Context: an optimization exercise on an open-source flow, tuned for small area, a short achievable clock period and few clock cycles per item. The choices shown serve that exercise and are no tape-out recipe.
Only simulation tests tie the RTL to the original design; equivalence was not proved.
No activity file was given, so power comes from the tool's default toggle rates.

==> 09-04 <==
// mag_preamble
module mag_preamble (
    input  wire        clk,
    input  wire        rst,           
    input  wire        in_valid,
    output wire        in_ready,
    input  wire [7:0]  in_i,
    input  wire [7:0]  in_q,
    output wire        out_valid,
    input  wire        out_ready,
    output wire [15:0] out_mag,
    output wire [3:0]  out_verdict
);
    reg run_n;                
    wire run = ~run_n;        
    reg rdy;                  
    assign in_ready = rdy;
    reg rst_w;
    always @(posedge clk) rst_w <= rst;
    wire [7:0] dev_i = in_i[7] ? {1'b0, in_i[6:0]} + 8'd1 : {1'b0, ~in_i[6:0]};
    wire [7:0] dev_q = in_q[7] ? {1'b0, in_q[6:0]} + 8'd1 : {1'b0, ~in_q[6:0]};
    reg  [7:0] a_di, a_dq;
    reg        a_v;
    always @(posedge clk) begin
        if (rst)      a_v <= 1'b0;
        else if (run) a_v <= in_valid;
        if (run) begin
            a_di <= dev_i;
            a_dq <= dev_q;
        end
    end
    wire nq_f1_s = (a_di[0] & a_di[5]) ^ (a_di[1] & a_di[4]) ^ (a_di[2] & a_di[3]);
    wire nq_f1_c = ((a_di[0] & a_di[5]) & (a_di[1] & a_di[4])) | ((a_di[0] & a_di[5]) & (a_di[2] & a_di[3])) | ((a_di[1] & a_di[4]) & (a_di[2] & a_di[3]));
    wire nq_h2_s = (a_di[0] & a_di[6]) ^ (a_di[1] & a_di[5]);
    wire nq_h2_c = (a_di[0] & a_di[6]) & (a_di[1] & a_di[5]);
    wire nq_f3_s = (a_di[1] & a_di[6]) ^ (a_di[2] & a_di[5]) ^ (a_di[3] & a_di[4]);
    wire nq_f3_c = ((a_di[1] & a_di[6]) & (a_di[2] & a_di[5])) | ((a_di[1] & a_di[6]) & (a_di[3] & a_di[4])) | ((a_di[2] & a_di[5]) & (a_di[3] & a_di[4]));
    wire nq_h4_s = a_di[4] ^ (a_dq[1] & a_dq[6]);
    wire nq_h4_c = a_di[4] & (a_dq[1] & a_dq[6]);
    wire nq_f5_s = (a_di[0] & a_di[3]) ^ (a_di[1] & a_di[2]) ^ a_di[2];
    wire nq_f5_c = ((a_di[0] & a_di[3]) & (a_di[1] & a_di[2])) | ((a_di[0] & a_di[3]) & a_di[2]) | ((a_di[1] & a_di[2]) & a_di[2]);
    wire nq_h6_s = (a_di[0] & a_di[4]) ^ (a_di[1] & a_di[3]);
    wire nq_h6_c = (a_di[0] & a_di[4]) & (a_di[1] & a_di[3]);
    wire nq_f7_s = nq_f1_s ^ a_di[3] ^ (a_dq[0] & a_dq[5]);
    wire nq_f7_c = (nq_f1_s & a_di[3]) | (nq_f1_s & (a_dq[0] & a_dq[5])) | (a_di[3] & (a_dq[0] & a_dq[5]));
    wire nq_h8_s = (a_dq[1] & a_dq[4]) ^ (a_dq[2] & a_dq[3]);
  ...
export LEC_CHECK = 0
export CAP_MARGIN = 20
export CORE_MARGIN = 2
export CORE_UTILIZATION = 40
export SLEW_MARGIN = 20
create_clock -name core_clock -period 12.0 [get_ports {clk}]
standard.sh (not shown) runs the stock make flow with config.mk's settings and CLKGATE_MAP_FILE= SYNTH_SCRIPT=/design/flow/synth_recipe.tcl, a recipe that flattens the netlist after the stock synthesis.
==> flow/flow/run.sh <==
#!/bin/bash
bash standard.sh SETUP_SLACK_MARGIN=8.6 CTS_CLUSTER_SIZE=24 CTS_CLUSTER_DIAMETER=100 CORE_UTILIZATION=55 PLACE_DENSITY=0.68 finish > standard.log 2>&1
==> 02-21: changes against 09-04 <==
==> flow/flow/run.sh (replaced) <==
#!/bin/bash
bash standard.sh SETUP_SLACK_MARGIN=8.6 CTS_CLUSTER_SIZE=24 CTS_CLUSTER_DIAMETER=100 CORE_UTILIZATION=75 PLACE_DENSITY=0.85 finish > standard.log 2>&1
==> comparison table <==
Core Box Area: 09-04 74400 um2; 02-21 54800 um2
Fraction of final layout cells sized beyond drive strength 1: 09-04 0.0565; 02-21 0.0653
Clock share of power: 09-04 0.113; 02-21 0.104
Max_slew headroom: 09-04 0.283; 02-21 0.150
Sw power: 09-04 4.85 mW; 02-21 5.54 mW
Cell internal pwr: 09-04 8.25 mW; 02-21 8.51 mW
Register-to-register setup slack: 09-04 8.59 ns; 02-21 8.49 ns
Multi-input gate share of total cell area: 09-04 0.439; 02-21 0.441
Status: 09-04 complete, no violations; 02-21 complete, no violations
Number of optimization iterations in the first detailed-route pass: 09-04 7; 02-21 9
Non-CTS buffers: 09-04 94; 02-21 117
Post-DP HPWL: 09-04 56.4 mm; 02-21 62.3 mm
Worst vdd ir: 09-04 590 uV; 02-21 506 uV
Data required time of the critical path: 09-04 9.60 ns; 02-21 12.35 ns
Switching share of power: 09-04 0.370; 02-21 0.394
Number of cells on the critical path: 09-04 1; 02-21 14
Worst Setup Slack post-DPL: 09-04 7.64 ns; 02-21 7.10 ns
Testbench counts of 09-04, summed over its fixed seeds: cycles 6,076, items 6,000.
Testbench counts of 02-21, summed over its fixed seeds: cycles 6,076, items 6,000.

[what the ideal ports hide]
No port has a modelled driver above. Below, the same layouts with a new extraction and two added sets of constraints. Step 1, drivers: a clkbuf_16 drives clk and a buf_2 each remaining input, both assumed. Step 2 adds t to the input delays and takes it off the output delays; t is the mean of the earliest and latest rising clock arrival at the registers after step 1. Input paths then give back, and output paths get back, about the clock's delay inside the block. a / b / c = ideal ports / drivers / drivers and shift; a / b = the first two.
| run | t (ns) | slack for setup (ns) | clock arrival spread, ns | worst register clock-pin slew, ns |
|---|---|---|---|---|
| 09-04 | 0.651 | 8.505 / 8.440 / 8.195 | 0.035 / 0.035 | 0.11 / 0.11 |
| 02-21 | 0.658 | 8.492 / 8.466 / 8.199 | 0.034 / 0.034 | 0.11 / 0.11 |
After both steps every run listed still meets setup and hold. For 09-04, which loses most, drivers alone change the setup slack by -0.065 ns; drivers and shift together by -0.310 ns.
